This design comes from an exercise in tuning for a short achievable clock period and few clock cycles on the open sky130 flow, not from production work.
At most, simulation tests tie the RTL to the original design; equivalence was not proved.
Function not checked in run 1: the RTL went through the layout flow alone.
Power is estimated from default activity; no workload was simulated.

===== flow/config.mk =====
export PLATFORM = sky130hd
export DESIGN_NAME = asd_jtag_engine
export DESIGN_NICKNAME = asd_jtag_engine
export VERILOG_FILES = /design/flow/design.v
export SDC_FILE = /design/flow/constraint.sdc
export NUM_CORES = 4
export LEC_CHECK = 0
export ABC_CLOCK_PERIOD_IN_PS = 2500
export CAP_MARGIN = 20
export CORE_MARGIN = 2
export CORE_UTILIZATION = 40
export SETUP_SLACK_MARGIN = 3.2
export SLEW_MARGIN = 20

===== flow/constraint.sdc =====
create_clock -name core_clock -period 6.0 [get_ports {clk}]
set_input_delay 1.2000 -clock core_clock [delete_from_list [all_inputs] [get_ports {clk}]]
set_output_delay 1.2000 -clock core_clock [all_outputs]
set_load 0.01 [all_outputs]

===== flow/design.v =====
module asd_jtag_engine (
    input  wire        clk,
    input  wire        rst,
    input  wire        start,
    input  wire [11:0] data_size,
    input  wire        hw_mode,
    input  wire        chain_multi,
    input  wire        wscan_enforce,
    output wire        ready,
    output reg         done,
    output reg  [7:0]  status,
    output reg  [11:0] pl_addr,
    input  wire [7:0]  pl_data,
    output reg         call_valid,
    output reg  [3:0]  call_op,
    output reg  [15:0] call_arg,
    output reg  [15:0] call_arg2,
    output reg  [63:0] call_tdi,
    input  wire        call_ack,
    input  wire        call_fail,
    input  wire [63:0] call_rdata,
    output reg         rsp_valid,
    output reg  [7:0]  rsp_data
);
    localparam [3:0] C_SET_TAP_STATE  = 4'd1;
    localparam [3:0] C_SHIFT          = 4'd2;
    localparam [3:0] C_SET_TCK        = 4'd3;
    localparam [3:0] C_SET_PADDING    = 4'd4;
    localparam [3:0] C_WAIT_CYCLES    = 4'd5;
    localparam [3:0] C_TAP_RESET      = 4'd6;
    localparam [3:0] C_SET_CHAIN      = 4'd7;
    localparam [3:0] C_PIN_WRITE      = 4'd8;
    localparam [3:0] C_PIN_READ       = 4'd9;
    localparam [3:0] C_WAIT_PRDY      = 4'd10;
    localparam [3:0] C_WAIT_SYNC      = 4'd11;
    localparam [3:0] C_EVENT_CONFIG   = 4'd12;
    localparam [7:0] ST_SUCCESS   = 8'h00;
    localparam [7:0] ST_JTAG_FAIL = 8'h2A;
    localparam [2:0] D_IDLE = 3'd0;
    localparam [2:0] D_OP   = 3'd1;
    localparam [2:0] D_OPND = 3'd2;
    localparam [2:0] D_PEEK = 3'd3;
    localparam [2:0] D_END  = 3'd4;
    localparam [1:0] E_NONE = 2'd0;
    localparam [1:0] E_PIN  = 2'd1;
    localparam [1:0] E_SCAN = 2'd2;
    reg        rdy;
    assign ready = rdy;
    reg [11:0] na;             
    reg        rv;             
    reg        dv;             
    reg [7:0]  pd;             
    reg        pdv;            
    reg [2:0]  dst;
    reg        dfail;
    reg [11:0] pc;             
    reg [11:0] rem;            
    reg [4:0]  rs;             
    reg        rs_fix;         
    reg        jpend;          
    reg        jpeek;          
    reg [11:0] jtgt;
    reg [7:0]  cur_op;
    reg [3:0]  ocnt;           
    reg [2:0]  oidx;           
    reg [63:0] opnd;
    reg        m_hw, m_cm, m_we;
    reg [3:0]  tap;            
    reg [7:0]  x6;             
    reg        unres;          
    reg        uwalk;          
    reg [1:0]  skind;
    reg [2:0]  sidx;           
    reg [3:0]  cand;           
    reg [11:0] wpc, wrem;      
    reg [3:0]  f_cop   [0:7];
    reg [15:0] f_arg   [0:7];
    reg [15:0] f_arg2  [0:7];
    reg [63:0] f_tdi   [0:7];
    reg [1:0]  f_emit  [0:7];
    reg [3:0]  f_nb    [0:7];
    reg        f_chain [0:7];
    reg [7:0]  f_op    [0:7];
    reg [3:0]  f_tap   [0:7];
    reg [7:0]  f_x6    [0:7];
    reg        f_res   [0:7];
    reg [2:0]  wp, rp;
    reg [3:0]  count;
    reg [1:0]  c_emit;
    reg [3:0]  c_nb;
    reg        c_chain;
    reg [7:0]  c_op;
    reg [3:0]  c_tap;
    reg [7:0]  c_x6;
    reg [63:0] ebuf;
    reg [3:0]  ecnt;           
    wire [7:0] b = pd;
    function [3:0] scan_nb(input [5:0] n6);
        scan_nb = (n6 == 6'd0) ? 4'd8 : ({1'b0, n6[5:3]} + {3'd0, (n6[2:0] != 3'd0)});
    endfunction
    function [1:0] skip_len(input [7:0] o);    
        case (o)
            8'h00, 8'h01, 8'h02, 8'h03, 8'h10, 8'h11: skip_len = 2'd1;
            8'h04, 8'h05:                             skip_len = 2'd2;
            default:                                  skip_len = 2'd0;
        endcase
    endfunction
    function adopt(input [7:0] o);
        adopt = (o[7:4] == 4'h2) &&
                ((o[3:0] == 4'd1) || (o[3:0] == 4'd6) || (o[3:0] == 4'd13));
    endfunction
    wire [1:0]  b_skip    = skip_len(b);
    wire [3:0]  b_nb      = scan_nb(b[5:0]);
    wire [6:0]  b_nbits   = (b[5:0] == 6'd0) ? 7'd64 : {1'b0, b[5:0]};
    wire [6:0]  cur_nbits = (cur_op[5:0] == 6'd0) ? 7'd64 : {1'b0, cur_op[5:0]};
    wire [3:0]  cur_nb    = scan_nb(cur_op[5:0]);
    wire [11:0] rem_m1    = rem - 12'd1;
    wire [11:0] pc_p1     = pc + 12'd1;
    wire [11:0] pc_p2     = pc + 12'd2;
    wire [11:0] pc_p3     = pc + 12'd3;
    wire [11:0] pc_p4     = pc + 12'd4;
    wire [11:0] wpc_p2    = wpc + 12'd2;
    wire [11:0] wpc_p3    = wpc + 12'd3;
    wire [11:0] wpc_p4    = wpc + 12'd4;
    wire [11:0] na_p1     = na + 12'd1;
    wire        rem_zero  = (rs == 5'd0) && !rs_fix;
    wire        rem_gt2   = (rs > 5'd2);
    wire        rem_gt3   = (rs > 5'd3);
    wire [4:0]  rs_m1     = (rem[11:5] != 7'd0) ? 5'd31 : (rs - 5'd1);
    wire [4:0]  rs_sat    = (rem[11:5] != 7'd0) ? 5'd31 : rem[4:0];
    wire        wrem_gt2  = (wrem[11:4] != 8'd0) || (wrem[3:0] > 4'd2);
    wire        wrem_gt3  = (wrem[11:4] != 8'd0) || (wrem[3:0] > 4'd3);
    wire [6:0]  jtag_div = (b[5:0] == 6'd0) ? 7'd64 : {1'b0, b[5:0]};
    wire [9:0]  jtag_tck = {3'b000, jtag_div} << b[7:6];
    wire [4:0]  multi_k  = {1'b0, b[3:0]} + 5'd1;
    wire [11:0] mc_jt    = pc_p2 + {8'd0, b[3:0]};
    wire [11:0] mc_jt1   = pc_p3 + {8'd0, b[3:0]};
    wire [11:0] mc_rem   = rem_m1 - {7'd0, multi_k};
    reg        t_push;
    reg [3:0]  t_cop;
    reg [15:0] t_arg, t_arg2;
    reg [63:0] t_tdi;
    reg [1:0]  t_emit;
    reg [3:0]  t_nb;
    reg        t_chain;
    reg [3:0]  t_tap;
    reg        t_res;
    reg [7:0]  t_op;
    reg        t_patch;
    reg [3:0]  t_pend;
    reg        t_unpush;
    reg        t_jump;
    reg        t_pjump;        
    reg [11:0] t_jt, t_jt1;
    reg        t_proc;
    reg        t_fail;
    reg        t_end;
    reg        t_opnd;         
    reg        t_newop;        
    reg [3:0]  t_ocnt;
    reg        t_newscan;      
    reg        t_walk;         
    reg        t_peek;         
    reg        t_rewind;       
    reg        t_mc;           
    reg        t_setx6;
    reg        t_settap;
    reg [3:0]  t_newtap;
    always @(*) begin
        t_push    = 1'b0;
        t_cop     = 4'd0;
        t_arg     = 16'd0;
        t_arg2    = 16'd0;
        t_tdi     = opnd;
        t_tdi[oidx*8 +: 8] = b;
        t_emit    = E_NONE;
        t_nb      = 4'd0;
        t_chain   = 1'b0;
        t_tap     = tap;
        t_res     = 1'b1;
        t_op      = (dst == D_OPND) ? cur_op : b;
        t_patch   = 1'b0;
        t_pend    = tap;
        t_unpush  = 1'b0;
        t_jump    = 1'b0;
        t_pjump   = 1'b0;
        t_jt      = pc;
        t_jt1     = pc_p1;
        t_proc    = 1'b0;
        t_fail    = 1'b0;
        t_end     = 1'b0;
        t_opnd    = 1'b0;
        t_newop   = 1'b0;
        t_ocnt    = 4'd1;
        t_newscan = 1'b0;
        t_walk    = 1'b0;
        t_peek    = 1'b0;
        t_rewind  = 1'b0;
        t_mc      = 1'b0;
        t_setx6   = 1'b0;
        t_settap  = 1'b0;
        t_newtap  = b[3:0];
        case (dst)
            D_OP: begin
                if (rem_zero) begin
                    if (unres) begin
                        t_patch = 1'b1;
                        t_pend  = uwalk ? cand : tap;
                    end
                    t_end = 1'b1;
                end else if (pdv) begin
                    t_proc = 1'b1;
                    if (unres && !uwalk) begin
                        if (b[7:4] == 4'h2) begin
                            if (m_hw && (rs != 5'd1)) begin
                                t_walk = 1'b1;
                            end else begin
                                t_patch = 1'b1;
                                t_pend  = b[3:0];
                            end
                        end else if ((b[7:6] == skind) || ((skind == 2'b01) && !m_we)) begin
                            t_patch = 1'b1;
                            t_pend  = tap;
                        end else begin
                            t_unpush = 1'b1;
                            t_proc   = 1'b0;
                            t_fail   = 1'b1;
                        end
                    end else if (unres && uwalk) begin
                        if ((b_skip == 2'd1) ? rem_gt2 : (b_skip == 2'd2) ? rem_gt3 : 1'b0) begin
                            t_proc  = 1'b0;
                            t_jump  = 1'b1;
                            t_pjump = 1'b1;
                            t_peek  = 1'b1;
                            t_jt    = (b_skip == 2'd1) ? pc_p2 : pc_p3;
                            t_jt1   = (b_skip == 2'd1) ? pc_p3 : pc_p4;
                        end else begin
                            t_patch = 1'b1;
                            t_pend  = ((b_skip == 2'd0) && adopt(b)) ? b[3:0] : cand;
                        end
                    end
                    if (t_proc) begin
                        if (b[7:6] != 2'b00) begin
                            if (b[7:6] == 2'b10) begin
                                t_push    = 1'b1;
                                t_res     = 1'b0;
                                t_cop     = C_SHIFT;
                                t_arg     = {6'd0, 1'b0, 1'b1, 1'b0, b_nbits};
                                t_emit    = E_SCAN;
                                t_nb      = b_nb;
                                t_newscan = 1'b1;
                            end else if (rs <= {1'b0, b_nb}) begin
                                t_fail = 1'b1;
                            end else begin
                                t_newop = 1'b1;
                                t_ocnt  = b_nb;
                            end
                        end else if (b[7:4] == 4'h2) begin
                            t_push   = 1'b1;
                            t_cop    = C_SET_TAP_STATE;
                            t_arg    = {12'd0, b[3:0]};
                            t_tap    = b[3:0];
                            t_settap = 1'b1;
                        end else begin
                            case (b)
                                8'h00, 8'h01, 8'h02, 8'h03, 8'h06, 8'h07,
                                8'h08, 8'h09, 8'h0A, 8'h0B, 8'h0C, 8'h0D,
                                8'h0E, 8'h0F, 8'h10, 8'h11: begin
                                    if (rs <= 5'd1) t_fail = 1'b1;
                                    else begin t_newop = 1'b1; t_ocnt = 4'd1; end
                                end
                                8'h04, 8'h05: begin
                                    if (rs <= 5'd2) t_fail = 1'b1;
                                    else begin t_newop = 1'b1; t_ocnt = 4'd2; end
                                end
                                8'h19: begin
                                    if (rs <= 5'd4) t_fail = 1'b1;
                                    else begin t_newop = 1'b1; t_ocnt = 4'd4; end
                                end
                                8'h12: begin
                                    t_push = 1'b1;
                                    t_cop  = C_WAIT_PRDY;
                                    t_arg  = {8'd0, x6};
                                end
                                8'h13: ;
                                8'h14: begin
                                    t_push   = 1'b1;
                                    t_cop    = C_TAP_RESET;
                                    t_tap    = 4'd0;
                                    t_settap = 1'b1;
                                    t_newtap = 4'd0;
                                end
                                default: t_fail = 1'b1;
                            endcase
                        end
                    end
                end
            end
            D_OPND: begin
                if (pdv) begin
                    t_opnd = 1'b1;
                    if (ocnt == 4'd1) begin
                        if (cur_op[7:6] != 2'b00) begin
                            t_push    = 1'b1;
                            t_res     = 1'b0;
                            t_cop     = C_SHIFT;
                            t_arg     = {6'd0, 1'b1, (cur_op[7:6] == 2'b11), 1'b0, cur_nbits};
                            t_emit    = (cur_op[7:6] == 2'b11) ? E_SCAN : E_NONE;
                            t_nb      = cur_nb;
                            t_newscan = 1'b1;
                        end else begin
                            case (cur_op)
                                8'h00: begin
                                    if (b[6:0] < 7'd48) begin
                                        t_push = 1'b1;
                                        t_cop  = C_EVENT_CONFIG;
                                        t_arg  = {9'd0, b[6:0]};
                                        t_arg2 = {15'd0, b[7]};
                                    end
                                end
                                8'h01: begin
                                    t_push = 1'b1;
                                    t_cop  = C_SET_TCK;
                                    t_arg  = {6'd0, jtag_tck};
                                end
                                8'h02, 8'h03: begin
                                    t_push = 1'b1;
                                    t_cop  = C_SET_PADDING;
                                    t_arg  = {8'd0, b};
                                    t_arg2 = {15'd0, cur_op[0]};
                                end
                                8'h04, 8'h05: begin
                                    t_push = 1'b1;
                                    t_cop  = C_SET_PADDING;
                                    t_arg  = {b, opnd[7:0]};
                                    t_arg2 = {14'd0, 1'b1, cur_op[0]};
                                end
                                8'h06: t_setx6 = 1'b1;
                                8'h07: begin
                                    if (!b[6]) begin
                                        t_push = 1'b1;
                                        t_cop  = C_PIN_WRITE;
                                        t_arg  = {10'd0, b[5:0]};
                                        t_arg2 = {15'd0, b[7]};
                                    end else if (!m_cm) begin
                                        if (b[3:1] != 3'd0) t_fail = 1'b1;
                                        else begin
                                            t_push  = 1'b1;
                                            t_cop   = C_SET_CHAIN;
                                            t_arg   = {15'd0, b[0]};
                                            t_chain = 1'b1;
                                        end
                                    end else begin
                                        if (rs <= multi_k) begin
                                            t_fail = 1'b1;
                                        end else begin
                                            t_mc   = 1'b1;
                                            t_jump = 1'b1;
                                            t_jt   = mc_jt;
                                            t_jt1  = mc_jt1;
                                        end
                                    end
                                end
                                8'h08, 8'h09, 8'h0A, 8'h0B,
                                8'h0C, 8'h0D, 8'h0E, 8'h0F: begin
                                    t_push = 1'b1;
                                    t_cop  = C_PIN_READ;
                                    t_arg  = {9'd0, b[6:0]};
                                    t_emit = E_PIN;
                                    t_nb   = 4'd1;
                                end
                                8'h10, 8'h11: begin
                                    t_push = 1'b1;
                                    t_cop  = C_WAIT_CYCLES;
                                    t_arg  = {7'd0, (b == 8'd0), b};
                                    t_arg2 = {15'd0, cur_op[0]};
                                end
                                8'h19: begin
                                    t_push = 1'b1;
                                    t_cop  = C_WAIT_SYNC;
                                    t_arg  = opnd[15:0];
                                    t_arg2 = {b, opnd[23:16]};
                                end
                                default: ;
                            endcase
                        end
                    end
                end
            end
            D_PEEK: begin
                if (pdv) begin
                    if ((b_skip == 2'd1) ? wrem_gt2 : (b_skip == 2'd2) ? wrem_gt3 : 1'b0) begin
                        t_jump  = 1'b1;
                        t_pjump = 1'b1;
                        t_jt    = (b_skip == 2'd1) ? wpc_p2 : wpc_p3;
                        t_jt1   = (b_skip == 2'd1) ? wpc_p3 : wpc_p4;
                    end else begin
                        t_patch  = 1'b1;
                        t_pend   = ((b_skip == 2'd0) && adopt(b)) ? b[3:0] : cand;
                        t_jump   = 1'b1;
                        t_rewind = 1'b1;
                    end
                end
            end
            default: ;
        endcase
    end
    wire        i_hs     = call_valid && call_ack;
    wire        i_cfail  = i_hs && call_fail;
    wire        i_chain  = i_hs && !call_fail && c_chain;
    wire        i_emit   = i_hs && !call_fail && !c_chain && (c_emit != E_NONE);
    wire        i_want   = (call_valid ? (call_ack && !call_fail && !c_chain && (c_emit == E_NONE))
                                       : (ecnt[3:1] == 3'd0));
    wire        i_qne    = (count != 4'd0);
    wire        i_hres   = f_res[rp] || (t_patch && (sidx == rp));
    wire        i_pop    = i_want && i_qne && i_hres;
    wire        i_byp    = i_want && !i_qne && t_push && t_res;
    wire        i_cv     = (call_valid && !call_ack) || i_chain || i_pop || i_byp;
    wire [3:0]  i_ecnt   = i_emit ? c_nb : ((ecnt == 4'd0) ? 4'd0 : (ecnt - 4'd1));
    wire        i_done   = (dst == D_END) && !i_qne && !i_cv && (i_ecnt == 4'd0);
    wire        t_credit = (count <= 4'd3);
    wire        t_jreq   = jpend && (jpeek || t_credit);
    wire        t_req    = !jpend && !t_jump && ((dst == D_OP) || (dst == D_OPND)) && t_credit;
    wire        t_qin    = t_push && !i_byp;
    wire        t_qout   = i_pop || t_unpush;
    wire [3:0]  cnt_p1   = count + 4'd1;
    wire [3:0]  cnt_m1   = count - 4'd1;
    wire [3:0]  cnt_m2   = count - 4'd2;
    wire [11:0] jtgt_p1  = jtgt + 12'd1;
    always @(posedge clk) begin
        pd <= pl_data;
        if (t_opnd)
            opnd[oidx*8 +: 8] <= b;
        if (t_newop) begin
            cur_op <= b;
            ocnt   <= t_ocnt;
            oidx   <= 3'd0;
        end else if (t_opnd) begin
            ocnt   <= ocnt - 4'd1;
            oidx   <= oidx + 3'd1;
        end
        if (rdy) begin
            m_hw <= hw_mode;
            m_cm <= chain_multi;
            m_we <= wscan_enforce;
        end
        if (t_newscan) begin
            skind <= (dst == D_OPND) ? cur_op[7:6] : b[7:6];
            sidx  <= wp;
        end
        if (t_walk)
            cand <= b[3:0];
        if (t_peek) begin
            wpc  <= t_jt;
            wrem <= rem - ((b_skip == 2'd1) ? 12'd2 : 12'd3);
        end else if ((dst == D_PEEK) && t_jump && !t_rewind) begin
            wpc  <= t_jt;
            wrem <= wrem - ((b_skip == 2'd1) ? 12'd2 : 12'd3);
        end
        f_cop[wp]   <= t_cop;
        f_arg[wp]   <= t_arg;
        f_arg2[wp]  <= t_arg2;
        f_tdi[wp]   <= t_tdi;
        f_emit[wp]  <= t_emit;
        f_nb[wp]    <= t_nb;
        f_chain[wp] <= t_chain;
        f_op[wp]    <= t_op;
        f_tap[wp]   <= t_tap;
        f_x6[wp]    <= x6;
        f_res[wp]   <= t_res;
        if (t_patch) begin
            f_arg2[sidx] <= {12'd0, t_pend};
            f_tap[sidx]  <= t_pend;
            f_res[sidx]  <= 1'b1;
        end
        if (!call_valid || call_ack) begin
            if (i_chain) begin
                call_op   <= C_PIN_WRITE;
                call_arg  <= 16'd16;
                call_arg2 <= {15'd0, call_arg[0]};
                c_chain   <= 1'b0;
            end else if (i_qne) begin
                call_op   <= f_cop[rp];
                call_arg  <= f_arg[rp];
                call_arg2 <= f_res[rp] ? f_arg2[rp] : {12'd0, t_pend};
                call_tdi  <= f_tdi[rp];
                c_emit    <= f_emit[rp];
                c_nb      <= f_nb[rp];
                c_chain   <= f_chain[rp];
                c_op      <= f_op[rp];
                c_tap     <= f_res[rp] ? f_tap[rp] : t_pend;
                c_x6      <= f_x6[rp];
            end else begin
                call_op   <= t_cop;
                call_arg  <= t_arg;
                call_arg2 <= t_arg2;
                call_tdi  <= t_tdi;
                c_emit    <= t_emit;
                c_nb      <= t_nb;
                c_chain   <= t_chain;
                c_op      <= t_op;
                c_tap     <= t_tap;
                c_x6      <= x6;
            end
        end
        if (i_hs) begin
            rsp_data <= c_op;
            ebuf     <= (c_emit == E_PIN) ? {56'd0, call_rdata[0], call_arg[6:0]} : call_rdata;
        end else begin
            rsp_data <= ebuf[7:0];
            ebuf     <= {8'd0, ebuf[63:8]};
        end
        if (i_cfail)
            status <= ST_JTAG_FAIL;
        else
            status <= dfail ? ST_JTAG_FAIL : ST_SUCCESS;
    end
    always @(posedge clk) begin
        if (rst) begin
            rdy        <= 1'b1;
            done       <= 1'b0;
            pl_addr    <= 12'd0;
            na         <= 12'd0;
            call_valid <= 1'b0;
            rsp_valid  <= 1'b0;
            ecnt       <= 4'd0;
            rv         <= 1'b0;
            dv         <= 1'b0;
            pdv        <= 1'b0;
            dst        <= D_IDLE;
            dfail      <= 1'b0;
            pc         <= 12'd0;
            rem        <= 12'd0;
            rs         <= 5'd0;
            rs_fix     <= 1'b0;
            jpend      <= 1'b0;
            tap        <= 4'd0;
            x6         <= 8'd0;
            unres      <= 1'b0;
            uwalk      <= 1'b0;
            wp         <= 3'd0;
            rp         <= 3'd0;
            count      <= 4'd0;
        end else if (rdy) begin
            done      <= 1'b0;
            rsp_valid <= 1'b0;
            pdv       <= 1'b0;
            if (start) begin
                rdy     <= 1'b0;
                pc      <= 12'd0;
                rem     <= data_size;
                rs      <= (data_size[11:5] != 7'd0) ? 5'd31 : data_size[4:0];
                rs_fix  <= 1'b0;
                jpend   <= 1'b0;
                dst     <= D_OP;
                dfail   <= 1'b0;
                unres   <= 1'b0;
                uwalk   <= 1'b0;
                wp      <= 3'd0;
                rp      <= 3'd0;
                count   <= 4'd0;
                dv      <= 1'b1;
                rv      <= 1'b1;
                pl_addr <= 12'd1;
                na      <= 12'd2;
            end else begin
                pl_addr <= 12'd0;
                rv      <= 1'b0;
                dv      <= 1'b0;
            end
        end else begin
            rs_fix <= 1'b0;
            if (t_proc) begin
                pc  <= pc_p1;
                rem <= rem_m1;
                rs  <= rs_m1;
            end else if (t_opnd) begin
                if (t_mc) begin
                    pc     <= mc_jt;
                    rem    <= mc_rem;
                    rs_fix <= 1'b1;
                end else begin
                    pc  <= pc_p1;
                    rem <= rem_m1;
                    rs  <= rs_m1;
                end
            end else if (rs_fix) begin
                rs <= rs_sat;
            end
            if (t_end)
                dst <= D_END;
            else if (t_fail)
                dst <= D_END;
            else if (t_peek)
                dst <= D_PEEK;
            else if (t_rewind)
                dst <= D_OP;
            else if (t_newop)
                dst <= D_OPND;
            else if (t_opnd && (ocnt == 4'd1))
                dst <= D_OP;
            if (t_end)
                dfail <= 1'b0;
            else if (t_fail)
                dfail <= 1'b1;
            if (t_settap)
                tap <= t_newtap;
            if (t_setx6)
                x6 <= b;
            if (t_newscan) begin
                unres <= 1'b1;
                uwalk <= 1'b0;
            end else if (t_walk) begin
                uwalk <= 1'b1;
            end else if (t_patch || t_unpush) begin
                unres <= 1'b0;
            end
            if (t_unpush)
                wp <= wp - 3'd1;
            else if (t_push && !i_byp)
                wp <= wp + 3'd1;
            if (i_pop)
                rp <= rp + 3'd1;
            if (t_qin && !t_qout)
                count <= cnt_p1;
            else if (!t_qin && i_pop && t_unpush)
                count <= cnt_m2;
            else if (!t_qin && t_qout)
                count <= cnt_m1;
            dv  <= rv && !t_jump;
            pdv <= dv && !t_jump;
            if (t_jump) begin
                jpend <= 1'b1;
                jpeek <= t_pjump;
                jtgt  <= t_rewind ? pc : t_jt;
            end else if (t_jreq) begin
                jpend <= 1'b0;
            end
            pl_addr <= ((dst == D_END) || (dst == D_IDLE)) ? 12'd0 : (jpend ? jtgt : na);
            rv      <= t_jreq || t_req;
            if (t_jreq)
                na <= jtgt_p1;
            else if (t_req)
                na <= na_p1;
            call_valid <= i_cv;
            rsp_valid  <= i_emit || (ecnt != 4'd0);
            ecnt       <= i_ecnt;
            done <= 1'b0;
            if (i_cfail) begin
                done    <= 1'b1;
                rdy     <= 1'b1;
                tap     <= c_tap;
                x6      <= c_x6;
                dst     <= D_IDLE;
                unres   <= 1'b0;
                pl_addr <= 12'd0;
                rv      <= 1'b0;
                dv      <= 1'b0;
            end else if (i_done) begin
                done    <= 1'b1;
                rdy     <= 1'b1;
                dst     <= D_IDLE;
            end
        end
    end
endmodule

===== flow/run.sh =====
#!/bin/bash
# synth_recipe.tcl (not shown) runs the flow's synth.tcl, then flattens the netlist and writes it again
# the make line also repeats each setting of config.mk as NAME=value (left out here)
make -C /OpenROAD-flow-scripts/flow DESIGN_CONFIG=/design/flow/config.mk WORK_HOME=/design/flow/orfs CLKGATE_MAP_FILE= SYNTH_SCRIPT=/design/flow/synth_recipe.tcl finish

==> results of run 1 <==
-- worst reg2reg max path, delay by kind of cell, from the launching register on --
family	cells	cell delay, ns
compound gates	6	1.10
fa+ha+maj	2	0.49
buf+inv	3	0.27
flops	1	0.45
simple gates	3	0.80
-- cells in the final DEF (no fill, tap or decap), types with 19 or more instances in the layout --
cell	instances
sky130_fd_sc_hd__clkbuf_16	159
sky130_fd_sc_hd__nand2_2	36
sky130_fd_sc_hd__nand2_1	299
sky130_fd_sc_hd__o21ai_1	28
sky130_fd_sc_hd__a21oi_2	20
sky130_fd_sc_hd__xor2_1	33
sky130_fd_sc_hd__and2_1	20
sky130_fd_sc_hd__a22o_1	88
sky130_fd_sc_hd__nor2_1	322
sky130_fd_sc_hd__mux4_2	256
sky130_fd_sc_hd__nor2_4	45
sky130_fd_sc_hd__o211ai_1	25
sky130_fd_sc_hd__dfxtp_1	254
sky130_fd_sc_hd__edfxtp_1	1172
sky130_fd_sc_hd__clkinv_1	33
sky130_fd_sc_hd__o22ai_2	34
sky130_fd_sc_hd__a211oi_1	32
sky130_fd_sc_hd__o21ai_2	25
sky130_fd_sc_hd__a21oi_1	180
sky130_fd_sc_hd__mux2_2	30
sky130_fd_sc_hd__inv_1	47
sky130_fd_sc_hd__ha_4	19
sky130_fd_sc_hd__buf_12	46
sky130_fd_sc_hd__dfxtp_4	19
sky130_fd_sc_hd__xnor2_1	50
sky130_fd_sc_hd__buf_4	251
sky130_fd_sc_hd__dlygate4sd2_1	99
sky130_fd_sc_hd__o21ai_0	137
sky130_fd_sc_hd__clkinv_2	23
sky130_fd_sc_hd__mux2i_1	177
sky130_fd_sc_hd__clkdlybuf4s50_1	88
sky130_fd_sc_hd__clkbuf_1	34
sky130_fd_sc_hd__a31oi_1	20
sky130_fd_sc_hd__nand3_1	49
sky130_fd_sc_hd__buf_6	91
sky130_fd_sc_hd__a22oi_1	25
sky130_fd_sc_hd__nor2_2	44
sky130_fd_sc_hd__nor3_1	39
sky130_fd_sc_hd__a22o_2	23
sky130_fd_sc_hd__ha_1	37
-- cells by family (layout without fill, tap and decap cells) --
group           count (synthesis)  in the layout  share of synthesized area
compound gates                840            844                     0.0903
mux                           464            464                      0.126
buf+inv                       361            985                     0.0230
flops                        1459           1459                      0.653
other cells                     1              5                  0.0000599
fa+ha+maj                      63             63                     0.0129
simple gates                 1124           1132                     0.0822
xor+xnor                       87             87                     0.0122
-- power breakdown --
part | total, mW | internal [mW] | leakage [nW] | switching, mW
combinational | 2.41 | 1.01 | 10.9 | 1.39
clock | 9.35 | 5.23 | 2.40 | 4.12
sequential | 11.5 | 11.3 | 13.1 | 0.185
total | 23.2 | 17.5 | 26.4 | 5.70
-- synth_stat cells, drive strengths merged (19+ instances only) --
master	n	area (sq um)
or2	20	128
ha	60	751
xor2	34	298
or3	30	198
o21ai	201	1010
nand2	360	1360
a21oi	207	1060
buf	93	435
a22o	112	981
nand3	61	305
nor2b	29	181
nor2	412	1560
a31oi	28	188
nor3	56	290
o22ai	52	325
and2	38	238
mux4	256	5770
a211oi	42	320
nand2b	22	138
a22oi	28	210
xnor2	53	464
and3	19	119
dfxtp	287	5750
inv	67	251
mux2	30	338
clkbuf	201	754
mux2i	178	1780
edfxtp	1172	35200
nor4	20	146
o211ai	25	188
-- path summary, 6_finish.rpt --
path / startpoint / end / slack, ns
setup / recovery: pd[0] / na[10] / 2.85
hold / removal: ebuf[12] / ebuf[4] / 0.43
setup reg to reg: pd[0] / na[10] / 2.85
hold reg to reg: ebuf[12] / ebuf[4] / 0.43
-- timing repair --
| action | in CTS | in global routing |
|---|---|---|
| pin swaps | 173 | 195 |
| setup endpoints to repair | 1562 | 656 |
| setup buffers | 223 | 99 |
| resized for setup | 690 | 363 |
| cloned | 26 | 6 |
-- flip-flops by register name (all words and copies together), names as in the netlist, 32 cells and up, named ones only --
| signal | count |
|---|---|
| f_tap | 32 |
| call_tdi | 64 |
| f_x6 | 64 |
| f_tdi | 512 |
| f_cop | 32 |
| ebuf | 64 |
| f_arg | 128 |
| f_nb | 32 |
| f_op | 64 |
| opnd | 64 |
| f_arg2 | 128 |
-- stage by stage --
| step | hold slack (ns) | utilization | std cells | total power, mW |
|---|---|---|---|---|
| after floorplan | 0.401 | - | 4403 | 12.8 |
| after global placement | 0.420 | 0.432 | 6461 | 13.8 |
| after detailed placement | 0.418 | 0.432 | 6461 | 13.8 |
| after CTS | 0.439 | 0.491 | 6992 | 23.3 |
| after global routing | 0.457 | 0.506 | 7097 | 24.0 |
| final | 0.429 | 0.506 | 7097 | 23.2 |
-- routing by layer --
layer / track usage / part of all wire / vias to the layer above
met4: 0.0852 / 0.037 / 2
met2: 0.356 / 0.47 / 1781
met5: 0 / 0.00011 / -
li1: - / - / 17987
met1: 0.302 / 0.42 / 20956
met3: 0.0354 / 0.071 / 413
-- cell type report --
type	count	area (sq um)	share of cell area
flip-flops and latches	1459	41000	0.521
inverters	67	332	0.00421
repair buffers	632	6350	0.0806
clock buffers	198	4160	0.0528
clock inverters	84	816	0.0104
multi-input cells	2595	23500	0.298
well taps	2058	2570	0.0327
repair inverters	4	28.8	0.000365
==> results_tabular.tex, run 1 <==
\begin{tabular}{lr}
\hline
Metric & Value \\
\hline
\multicolumn{2}{l}{\textbf{Power}} \\
\quad Worst VDD drop & 0.302 mV \\
\quad Static Leak & 26.4 nW \\
\quad PwrDens & a little under 300 nW/um\^{}2 \\
\multicolumn{2}{l}{\textbf{Clock network}} \\
\quad Clock transition at the registers of the reported paths & approximately 0.060 ns \\
\quad Number of H-tree levels & 4 \\
\quad Clock root buffer master & sky130\_fd\_sc\_hd\_\_clkbuf\_16 \\
\quad Hold bufs inserted after CTS & 0 \\
\quad TritonCTS clock tree & built \\
\quad Inserted Clock Buffers & 155 \\
\quad Clk sinks & around 1500 \\
\quad Max clock buf depth & 3 \\
\quad Clock latency reported for the late side of the worst-skew pair & roughly 0.82 ns \\
\multicolumn{2}{l}{\textbf{Global routing}} \\
\quad Wire length of the first global-routing pass & 264000 microns \\
\quad Initial antenna violation count & 3 \\
\quad Global-route total usage across every layer & 0.221 \\
\quad Maximum number of pins on one net before global-route repair & 143 \\
\quad Grt total ovfl & 0 \\
\quad Vias in the first global route & 39933 \\
\multicolumn{2}{l}{\textbf{Timing}} \\
\quad Final count of hold timing violations & 0 \\
\quad Minimum clock period after layout & 3.15 ns \\
\quad Final-report max-slew violation count & 0 \\
\quad Total Neg Setup Slack & 0 ns \\
\quad RSZ-0062 raised after global routing & yes \\
\quad Setup violations, final & 0 \\
\quad Part of the cycle the worst path needs & 0.525 \\
\quad Max-slew headroom at the worst pin & 0.155 \\
\quad Clock skew after layout & 0.0597 ns \\
\quad Post-route worst setup slack & 2.85 ns \\
\quad Measured slew at the worst slew-check pin & 1.26 ns \\
\quad Achievable Freq & around 320 MHz \\
\multicolumn{2}{l}{\textbf{Synthesis}} \\
\quad Number of instances in the synthesized netlist & between 4000 and 5000 \\
\quad Count of flip-flops with a built-in enable after synthesis & 1172 \\
\quad Synth Warn \# & 1 \\
\quad Synth unique cells & 100 \\
\quad Most used flip-flop cell after synthesis & sky130\_fd\_sc\_hd\_\_edfxtp\_1 \\
\quad Post-synthesis sequential area ratio & 0.653 \\
\quad Average cell area after synthesis & 14.2 sq um \\
\quad Share of flip-flops with an asynchronous set or reset & 0 \\
\quad Post-synthesis instance area & 62700 sq um \\
\quad Number of storage elements in the synthesis netlist & 1459 \\
\multicolumn{2}{l}{\textbf{Run status}} \\
\quad Result of the run & finished clean \\
\multicolumn{2}{l}{\textbf{Placed design}} \\
\quad Placed Instance Area & 67300 sq um \\
\quad Post-placement worst setup slack & 1.99 ns \\
\quad Port buffer count & 218 \\
\quad Final RePlAce weighted congestion & 0.907 \\
\quad Detailed placement HPWL & 99800 microns \\
\multicolumn{2}{l}{\textbf{Floorplan}} \\
\quad Row cnt & around 150 \\
\quad Chip Width & 400 microns \\
\quad Die ar. & $\sim$160000 sq um \\
\quad Total core area & around 160000 sq um \\
\quad Die height & 400 microns \\
\quad IO Pins & 224 \\
\quad Initial cell density of the core & 0.402 \\
\multicolumn{2}{l}{\textbf{Detailed routing}} \\
\quad Via-to-Cell Ratio & 5.80 \\
\quad Wire length reported by the detailed router & around 180000 microns \\
\quad Post-route DRC violation count & 0 \\
\quad First-pass iteration count of the detailed router & 8 \\
\quad Routed len/inst & 25.6 microns \\
\quad Antenna-violating nets left & 0 \\
\quad Count of vias placed by the detailed router & just over 40000 \\
\quad Drt initial violations & 4432 \\
\multicolumn{2}{l}{\textbf{Final layout}} \\
\quad Final std cell area, no fill & 78800 sq um \\
\quad Fraction of final layout cells sized beyond drive strength 1 & 0.301 \\
\quad Final \#Nets & 5069 \\
\quad Number of filler cells placed in the layout & 12824 \\
\quad Diode insertion count for antenna repair & 0 \\
\quad Synthesis-to-layout area growth & 25.8\% \\
\multicolumn{2}{l}{\textbf{Worst setup path}} \\
\quad Number of cell instances on the worst register-to-register path & 14 \\
\quad Maximum fanout encountered on the critical timing path & 4 \\
\quad Slowest CP cell & sky130\_fd\_sc\_hd\_\_or4b\_4 \\
\quad Required time of the critical path & 6.73 ns \\
\quad Buffers and inverters on the worst path & 3 \\
\quad Kind of end point of the critical path & flip-flop \\
\quad Type of element launching the critical path & flip-flop \\
\quad Crit. path cell count & 14 \\
\quad Peak per-stage delay on the critical path & between 0.5 and 0.6 ns \\
\quad Critical Setup Path Class & reg2reg \\
\quad Top cell family by delay on the critical path & compound AO/OA/AOI/OAI gates \\
\quad CP arrival & approximately 3.9 ns \\
\quad Critical Path, Cell by Cell & inv\_8, ha\_4, inv\_4, ha\_4, nor2b\_4, o21a\_1, o21a\_1, o21ai\_4, a2111oi\_4, buf\_6, o311ai\_4, nand2\_2, or4b\_4, a21oi\_2 \\
\multicolumn{2}{l}{\textbf{Hold path}} \\
\quad Class of the tightest hold or removal check & reg2reg \\
\quad Number of cells on the worst hold path & 2 \\
\multicolumn{2}{l}{\textbf{Job}} \\
\quad Max-cap viol count & 0 \\
\hline
\end{tabular}
==> run 2, diff against run 1 <==
--- a/flow/design.v
+++ b/flow/design.v
@@ -55,11 +55,6 @@
     reg        dfail;
     reg [11:0] pc;             
     reg [11:0] rem;            
-    reg [4:0]  rs;             
-    reg        rs_fix;         
-    reg        jpend;          
-    reg        jpeek;          
-    reg [11:0] jtgt;
     reg [7:0]  cur_op;
     reg [3:0]  ocnt;           
     reg [2:0]  oidx;           
@@ -123,11 +118,10 @@
     wire [11:0] wpc_p3    = wpc + 12'd3;
     wire [11:0] wpc_p4    = wpc + 12'd4;
     wire [11:0] na_p1     = na + 12'd1;
-    wire        rem_zero  = (rs == 5'd0) && !rs_fix;
-    wire        rem_gt2   = (rs > 5'd2);
-    wire        rem_gt3   = (rs > 5'd3);
-    wire [4:0]  rs_m1     = (rem[11:5] != 7'd0) ? 5'd31 : (rs - 5'd1);
-    wire [4:0]  rs_sat    = (rem[11:5] != 7'd0) ? 5'd31 : rem[4:0];
+    wire        rem_small = (rem[11:4] == 8'd0);
+    wire        rem_zero  = (rem == 12'd0);
+    wire        rem_gt2   = !rem_small || (rem[3:0] > 4'd2);
+    wire        rem_gt3   = !rem_small || (rem[3:0] > 4'd3);
     wire        wrem_gt2  = (wrem[11:4] != 8'd0) || (wrem[3:0] > 4'd2);
     wire        wrem_gt3  = (wrem[11:4] != 8'd0) || (wrem[3:0] > 4'd3);
     wire [6:0]  jtag_div = (b[5:0] == 6'd0) ? 7'd64 : {1'b0, b[5:0]};
@@ -212,7 +206,7 @@
                     t_proc = 1'b1;
                     if (unres && !uwalk) begin
                         if (b[7:4] == 4'h2) begin
-                            if (m_hw && (rs != 5'd1)) begin
+                            if (m_hw && (rem != 12'd1)) begin
                                 t_walk = 1'b1;
                             end else begin
                                 t_patch = 1'b1;
@@ -249,7 +243,7 @@
                                 t_emit    = E_SCAN;
                                 t_nb      = b_nb;
                                 t_newscan = 1'b1;
-                            end else if (rs <= {1'b0, b_nb}) begin
+                            end else if (rem_small && (rem[3:0] <= b_nb)) begin
                                 t_fail = 1'b1;
                             end else begin
                                 t_newop = 1'b1;
@@ -266,15 +260,15 @@
                                 8'h00, 8'h01, 8'h02, 8'h03, 8'h06, 8'h07,
                                 8'h08, 8'h09, 8'h0A, 8'h0B, 8'h0C, 8'h0D,
                                 8'h0E, 8'h0F, 8'h10, 8'h11: begin
-                                    if (rs <= 5'd1) t_fail = 1'b1;
+                                    if (rem_small && (rem[3:0] <= 4'd1)) t_fail = 1'b1;
                                     else begin t_newop = 1'b1; t_ocnt = 4'd1; end
                                 end
                                 8'h04, 8'h05: begin
-                                    if (rs <= 5'd2) t_fail = 1'b1;
+                                    if (rem_small && (rem[3:0] <= 4'd2)) t_fail = 1'b1;
                                     else begin t_newop = 1'b1; t_ocnt = 4'd2; end
                                 end
                                 8'h19: begin
-                                    if (rs <= 5'd4) t_fail = 1'b1;
+                                    if (rem_small && (rem[3:0] <= 4'd4)) t_fail = 1'b1;
                                     else begin t_newop = 1'b1; t_ocnt = 4'd4; end
                                 end
                                 8'h12: begin
@@ -351,7 +345,7 @@
                                             t_chain = 1'b1;
                                         end
                                     end else begin
-                                        if (rs <= multi_k) begin
+                                        if ((rem_m1[11:5] == 7'd0) && (rem_m1[4:0] < multi_k)) begin
                                             t_fail = 1'b1;
                                         end else begin
                                             t_mc   = 1'b1;
@@ -419,14 +413,8 @@
     wire [3:0]  i_ecnt   = i_emit ? c_nb : ((ecnt == 4'd0) ? 4'd0 : (ecnt - 4'd1));
     wire        i_done   = (dst == D_END) && !i_qne && !i_cv && (i_ecnt == 4'd0);
     wire        t_credit = (count <= 4'd3);
-    wire        t_jreq   = jpend && (jpeek || t_credit);
-    wire        t_req    = !jpend && !t_jump && ((dst == D_OP) || (dst == D_OPND)) && t_credit;
-    wire        t_qin    = t_push && !i_byp;
-    wire        t_qout   = i_pop || t_unpush;
-    wire [3:0]  cnt_p1   = count + 4'd1;
-    wire [3:0]  cnt_m1   = count - 4'd1;
-    wire [3:0]  cnt_m2   = count - 4'd2;
-    wire [11:0] jtgt_p1  = jtgt + 12'd1;
+    wire        t_req    = t_jump ? (t_pjump || t_credit)
+                                  : ((((dst == D_OP) || (dst == D_OPND)) && t_credit) || (dst == D_PEEK));
     always @(posedge clk) begin
         pd <= pl_data;
         if (t_opnd)
@@ -531,9 +519,6 @@
             dfail      <= 1'b0;
             pc         <= 12'd0;
             rem        <= 12'd0;
-            rs         <= 5'd0;
-            rs_fix     <= 1'b0;
-            jpend      <= 1'b0;
             tap        <= 4'd0;
             x6         <= 8'd0;
             unres      <= 1'b0;
@@ -549,9 +534,6 @@
                 rdy     <= 1'b0;
                 pc      <= 12'd0;
                 rem     <= data_size;
-                rs      <= (data_size[11:5] != 7'd0) ? 5'd31 : data_size[4:0];
-                rs_fix  <= 1'b0;
-                jpend   <= 1'b0;
                 dst     <= D_OP;
                 dfail   <= 1'b0;
                 unres   <= 1'b0;
@@ -569,23 +551,17 @@
                 dv      <= 1'b0;
             end
         end else begin
-            rs_fix <= 1'b0;
             if (t_proc) begin
                 pc  <= pc_p1;
                 rem <= rem_m1;
-                rs  <= rs_m1;
             end else if (t_opnd) begin
                 if (t_mc) begin
-                    pc     <= mc_jt;
-                    rem    <= mc_rem;
-                    rs_fix <= 1'b1;
+                    pc  <= mc_jt;
+                    rem <= mc_rem;
                 end else begin
                     pc  <= pc_p1;
                     rem <= rem_m1;
-                    rs  <= rs_m1;
                 end
-            end else if (rs_fix) begin
-                rs <= rs_sat;
             end
             if (t_end)
                 dst <= D_END;
@@ -621,27 +597,19 @@
                 wp <= wp + 3'd1;
             if (i_pop)
                 rp <= rp + 3'd1;
-            if (t_qin && !t_qout)
-                count <= cnt_p1;
-            else if (!t_qin && i_pop && t_unpush)
-                count <= cnt_m2;
-            else if (!t_qin && t_qout)
-                count <= cnt_m1;
+            count <= count + {3'd0, t_push && !i_byp} - {3'd0, i_pop} - {3'd0, t_unpush};
             dv  <= rv && !t_jump;
             pdv <= dv && !t_jump;
-            if (t_jump) begin
-                jpend <= 1'b1;
-                jpeek <= t_pjump;
-                jtgt  <= t_rewind ? pc : t_jt;
-            end else if (t_jreq) begin
-                jpend <= 1'b0;
+            if (t_req) begin
+                pl_addr <= t_jump ? (t_rewind ? pc : t_jt) : na;
+                rv      <= 1'b1;
+                na      <= t_jump ? (t_rewind ? pc_p1 : t_jt1) : na_p1;
+            end else begin
+                pl_addr <= 12'd0;
+                rv      <= 1'b0;
+                if (t_jump)
+                    na <= t_rewind ? pc : t_jt;
             end
-            pl_addr <= ((dst == D_END) || (dst == D_IDLE)) ? 12'd0 : (jpend ? jtgt : na);
-            rv      <= t_jreq || t_req;
-            if (t_jreq)
-                na <= jtgt_p1;
-            else if (t_req)
-                na <= na_p1;
             call_valid <= i_cv;
             rsp_valid  <= i_emit || (ecnt != 4'd0);
             ecnt       <= i_ecnt;
@@ -660,6 +628,9 @@
                 done    <= 1'b1;
                 rdy     <= 1'b1;
                 dst     <= D_IDLE;
+                pl_addr <= 12'd0;
+                rv      <= 1'b0;
+                dv      <= 1'b0;
             end
         end
     end
==> run 2 against run 1 <==
Compared with the run above:
- synthesized cell count grew 2.1%
- final cell count is 1.3% higher
- fmax fell by 17%
- total power down 0.84%
- clock-buffer cell count increased by 10
- critical endpoint is now count[2]
- worst setup slack got worse by 0.64 ns
- clock power up 2%
- utilization is 0.43 points higher
- highest routed layer unchanged
- still clean
==> results_tabular.tex, run 2 <==
\begin{tabular}{lr}
\hline
Metric & Value \\
\hline
\multicolumn{2}{l}{\textbf{Run status}} \\
\quad Result of the run & finished clean \\
\multicolumn{2}{l}{\textbf{Final layout}} \\
\quad Share of the core filled with cells in the final layout & 0.510 (+0.00430) \\
\quad Non-filler instance count after layout & 7189 (+1.3\%) \\
\quad Area used by multi-input combinational logic & 24400 sq um (+4.0\%) \\
\quad Synthesis-to-layout area growth & 26.6\% \\
\quad Biggest regs & f\_tdi (512), f\_arg2 (128), f\_arg (128) \\
\quad Register with the highest flop count & f\_tdi \\
\quad Flip-flop count of the largest register after layout & 512 (unchanged) \\
\quad Top library cells by usage in the layout, fill and taps aside & 1159 x sky130\_fd\_sc\_hd\_\_edfxtp\_1, 339 x sky130\_fd\_sc\_hd\_\_nor2\_1, 305 x sky130\_fd\_sc\_hd\_\_nand2\_1, 257 x sky130\_fd\_sc\_hd\_\_mux4\_2, 245 x sky130\_fd\_sc\_hd\_\_dfxtp\_1 \\
\quad Area used by sequential logic in the layout & 40500 sq um (-1.3\%) \\
\quad Fraction of final layout cells sized beyond drive strength 1 & 0.293 (-0.00781) \\
\quad Final \#Nets & 5155 (+1.7\%) \\
\quad Most frequent standard cell in the layout excluding fill and tap cells & sky130\_fd\_sc\_hd\_\_edfxtp\_1 \\
\quad Number of filler cells placed in the layout & 12925 (+0.79\%) \\
\multicolumn{2}{l}{\textbf{Synthesis}} \\
\quad Post-synth top area cell & sky130\_fd\_sc\_hd\_\_edfxtp\_1 \\
\quad Count of flip-flops with a built-in enable after synthesis & 1159 (-1.1\%) \\
\quad Number of instances in the synthesized netlist & 4490 (+2.1\%) \\
\quad Share of flip-flops with an asynchronous set or reset & 0 (unchanged) \\
\quad Portion of synthesized cell area occupied by the leading cell type & 0.553 (-0.00854) \\
\quad Post-synthesis sequential area ratio & 0.642 (-0.0111) \\
\quad Post-synthesis instance area & 62900 sq um (+0.42\%) \\
\quad Most used flip-flop cell after synthesis & sky130\_fd\_sc\_hd\_\_edfxtp\_1 \\
\quad Synth unique cells & 103 (+3.0\%) \\
\quad Most frequently used cell type in the post-synthesis netlist & sky130\_fd\_sc\_hd\_\_edfxtp\_1 \\
\quad Cell types occupying the most area after synthesis & sky130\_fd\_sc\_hd\_\_edfxtp\_1 55\%, sky130\_fd\_sc\_hd\_\_mux4\_2 9.2\%, sky130\_fd\_sc\_hd\_\_dfxtp\_1 8.9\% \\
\quad Average cell area after synthesis & 14.0 sq um (-1.6\%) \\
\quad Synth Warn \# & 1 (unchanged) \\
\quad Synth top cells by count & 1159 x sky130\_fd\_sc\_hd\_\_edfxtp\_1, 424 x sky130\_fd\_sc\_hd\_\_nor2\_1, 356 x sky130\_fd\_sc\_hd\_\_nand2\_1, 280 x sky130\_fd\_sc\_hd\_\_dfxtp\_1, 257 x sky130\_fd\_sc\_hd\_\_mux4\_2 \\
\quad Number of storage elements in the synthesis netlist & 1439 (-1.4\%) \\
\multicolumn{2}{l}{\textbf{Detailed routing}} \\
\quad Count of vias placed by the detailed router & 42376 (+3.0\%) \\
\quad Antenna-violating nets left & 0 (unchanged) \\
\quad Wire length reported by the detailed router & 193000 microns (+6.2\%) \\
\quad Post-route DRC violation count & 0 (unchanged) \\
\quad Drt initial violations & 4610 (+4.0\%) \\
\quad Via-to-Cell Ratio & 5.89 (+1.7\%) \\
\quad First-pass iteration count of the detailed router & 6 (-2) \\
\quad Routed len/inst & 26.8 microns (+4.8\%) \\
\multicolumn{2}{l}{\textbf{Placed design}} \\
\quad Final RePlAce weighted congestion & 0.947 (+4.5\%) \\
\quad Detailed placement HPWL & 108000 microns (+8.3\%) \\
\quad DP Cell Count & 6551 (+1.4\%) \\
\quad Port buffer count & 218 (unchanged) \\
\multicolumn{2}{l}{\textbf{Worst setup path}} \\
\quad Maximum fanout encountered on the critical timing path & 5 (+1) \\
\quad Type of element launching the critical path & flip-flop \\
\quad Critical Path, Cell by Cell & or4\_4, nor4\_4, buf\_6, a21oi\_1, o31ai\_4, a21oi\_2, buf\_6, o41ai\_4, and2\_4, inv\_2, fa\_2, ha\_4, ha\_4, inv\_2, fa\_2, o22ai\_1 \\
\quad CP arrival & 4.45 ns (+0.57 ns) \\
\quad Top cell family by delay on the critical path & adder cells \\
\quad Required time of the critical path & 6.65 ns (-0.08 ns) \\
\quad Crit Reg-Reg Startpoint & rem[7] \\
\quad Peak per-stage delay on the critical path & 0.56 ns (+0.04 ns) \\
\quad Kind of end point of the critical path & flip-flop \\
\quad Crit. Startpoint & rem[7] \\
\quad Buffers and inverters on the worst path & 4 (+1) \\
\quad Critical Setup Path Class & reg2reg \\
\quad Slowest CP cell & sky130\_fd\_sc\_hd\_\_or4\_4 \\
\multicolumn{2}{l}{\textbf{Timing}} \\
\quad Clock skew after layout & 0.0311 ns (-0.0286 ns) \\
\quad Total Neg Setup Slack & 0 ns (unchanged) \\
\quad Part of the cycle the worst path needs & 0.632 (+0.107) \\
\quad Setup violations, final & 0 (unchanged) \\
\quad RSZ-0062 raised after global routing & yes \\
\quad Minimum clock period after layout & 3.79 ns (+0.641 ns) \\
\quad Final-report max-slew violation count & 0 (unchanged) \\
\quad Max-slew headroom at the worst pin & 0.229 (+0.0736) \\
\quad Final count of hold timing violations & 0 (unchanged) \\
\quad Achievable Freq & 264 MHz (-17\%) \\
\quad Measured slew at the worst slew-check pin & 1.15 ns (-0.103 ns) \\
\multicolumn{2}{l}{\textbf{Job}} \\
\quad Max-cap viol count & 0 (unchanged) \\
\multicolumn{2}{l}{\textbf{Floorplan}} \\
\quad Initial cell density of the core & 0.403 (+0.000740) \\
\quad IO Pins & 224 (unchanged) \\
\quad Die ar. & 160000 sq um (+0.41\%) \\
\quad Total core area & 156000 sq um (+0.23\%) \\
\quad Row cnt & 145 (unchanged) \\
\quad Die height & 401 microns (+0.21\%) \\
\quad Chip Width & 401 microns (+0.21\%) \\
\multicolumn{2}{l}{\textbf{Global routing}} \\
\quad Initial antenna violation count & 7 (+4) \\
\quad Global-route total usage across every layer & 0.233 (+0.0117) \\
\quad Vias in the first global route & 41116 (+3.0\%) \\
\quad Maximum number of pins on one net before global-route repair & 108 (-24\%) \\
\quad Wire length of the first global-routing pass & 279000 microns (+5.7\%) \\
\quad Grt total ovfl & 0 (unchanged) \\
\multicolumn{2}{l}{\textbf{Hold path}} \\
\quad Class of the tightest hold or removal check & reg2reg \\
\quad Origin of the worst min-delay path & ebuf[14] \\
\multicolumn{2}{l}{\textbf{Clock network}} \\
\quad TritonCTS clock tree & built \\
\quad Clock latency reported for the late side of the worst-skew pair & 0.80 ns (-0.02 ns) \\
\quad Number of H-tree levels & 4 (unchanged) \\
\quad Inserted Clock Buffers & 153 (-1.3\%) \\
\quad Clock root buffer master & sky130\_fd\_sc\_hd\_\_clkbuf\_16 \\
\quad Hold bufs inserted after CTS & 0 (unchanged) \\
\quad Clock transition at the registers of the reported paths & 0.06 ns (about the same) \\
\quad Clk sinks & 1439 (-1.4\%) \\
\quad Max clock buf depth & 3 (unchanged) \\
\multicolumn{2}{l}{\textbf{Power}} \\
\quad Post-route total power & 23.0 mW (-0.84\%) \\
\quad Static Leak & 27.0 nW (+2.3\%) \\
\quad Worst VDD drop & 0.291 mV (-3.5\%) \\
\quad PwrDens & 289 nW/um\^{}2 (-1.9\%) \\
\hline
\end{tabular}
## run 2: cell type report
class	instances	share of cell area
Inverter	67	0.00419
Clock inverter	77	0.00988
Clock buffer	208	0.0538
Timing Repair inverter	1	0.0000628
Tap cell	2058	0.0323
Antenna cell	2	0.0000628
Sequential cell	1439	0.508
Multi-Input combinational cell	2695	0.307
Timing Repair Buffer	642	0.0845
## run 2: logic make-up after synthesis
group | after synthesis | synth area share
flip-flops | 1439 | 0.642
buffers and inverters | 378 | 0.0237
AO/OA/AOI/OAI | 889 | 0.0956
other | 1 | 0.0000596
multiplexers | 451 | 0.124
AND/OR/NAND/NOR | 1133 | 0.0825
XOR/XNOR | 134 | 0.0188
adder cells (fa/ha/maj) | 65 | 0.0136
## run 2: routing by layer
metal	track usage	vias up	part of all wire
met1	0.324	21526	0.42
met3	0.0386	434	0.077
met2	0.365	1976	0.46
li1	-	18434	-
met4	0.0920	6	0.041
met5	0	-	0.00021
## run 2: where the power goes
| group | total (mW) | internal (mW) | leakage, nW | switching [mW] |
|---|---|---|---|---|
| sequential | 11.3 | 11.2 | 13.0 | 0.146 |
| combinational | 2.15 | 0.884 | 11.5 | 1.27 |
| clock | 9.54 | 5.48 | 2.47 | 4.05 |
## run 2: metrics by stage
| stage | setup WS [ns] | cell area [sq um] | hold WS (ns) |
|---|---|---|---|
| after floorplan | 1.65 | 63700 | 0.401 |
| after global placement | 1.24 | 67900 | 0.411 |
| after detailed placement | 1.25 | 67900 | 0.416 |
| after CTS | 2.00 | 77700 | 0.429 |
| after global routing | 2.12 | 79700 | 0.448 |
| final | 2.21 | 79700 | 0.429 |
## run 2: tightest hold or removal path, stage by stage, from the launching register on
cell	delay, ns
sky130_fd_sc_hd__dfxtp_1	0.30
sky130_fd_sc_hd__nand2_1	0.04
sky130_fd_sc_hd__o21ai_0	0.05
## run 2: what timing repair did
item,4_1_cts,5_1_grt
gates cloned,30,8
hold endpoints to repair,0,0
gates resized for setup,711,288
buffers inserted,232,81
setup endpoints to repair,1555,652
pin swaps,109,204
## run 2: worst paths after layout
path	endpoint	slack [ns]	depth (start not counted)
max	count[2]	2.21	16
min	ebuf[6]	0.43	2
max reg2reg	count[2]	2.21	16
min reg2reg	ebuf[6]	0.43	2
Testbench counts of run 2, summed over its fixed seeds: cycles 128,224.

-- what the ideal ports hide --
No port has a modelled driver above. Below, the same layouts with a new extraction and two added sets of constraints. Step 1 assumes that a clkbuf_16 drives the clock port and a buf_2 every other input. Step 2 also shifts input and output timing later by t, the mid clock arrival at the registers, as if the neighbouring blocks saw the same clock. a / b / c = ideal ports / drivers / drivers and shift; a / b = the first two.
run | t (ns) | slack for setup (ns) | hold slack, ns
run 1 | 0.875 | 2.847 / 2.847 / 2.065 | 0.429 / 0.429 / 0.429
run 2 | 0.869 | 2.206 / 2.206 / 1.515 | 0.429 / 0.429 / 0.429
After both steps every run listed still meets setup and hold. The setup slack of run 1, which loses most, moves by 0.000 ns with the drivers and by -0.782 ns with both steps.
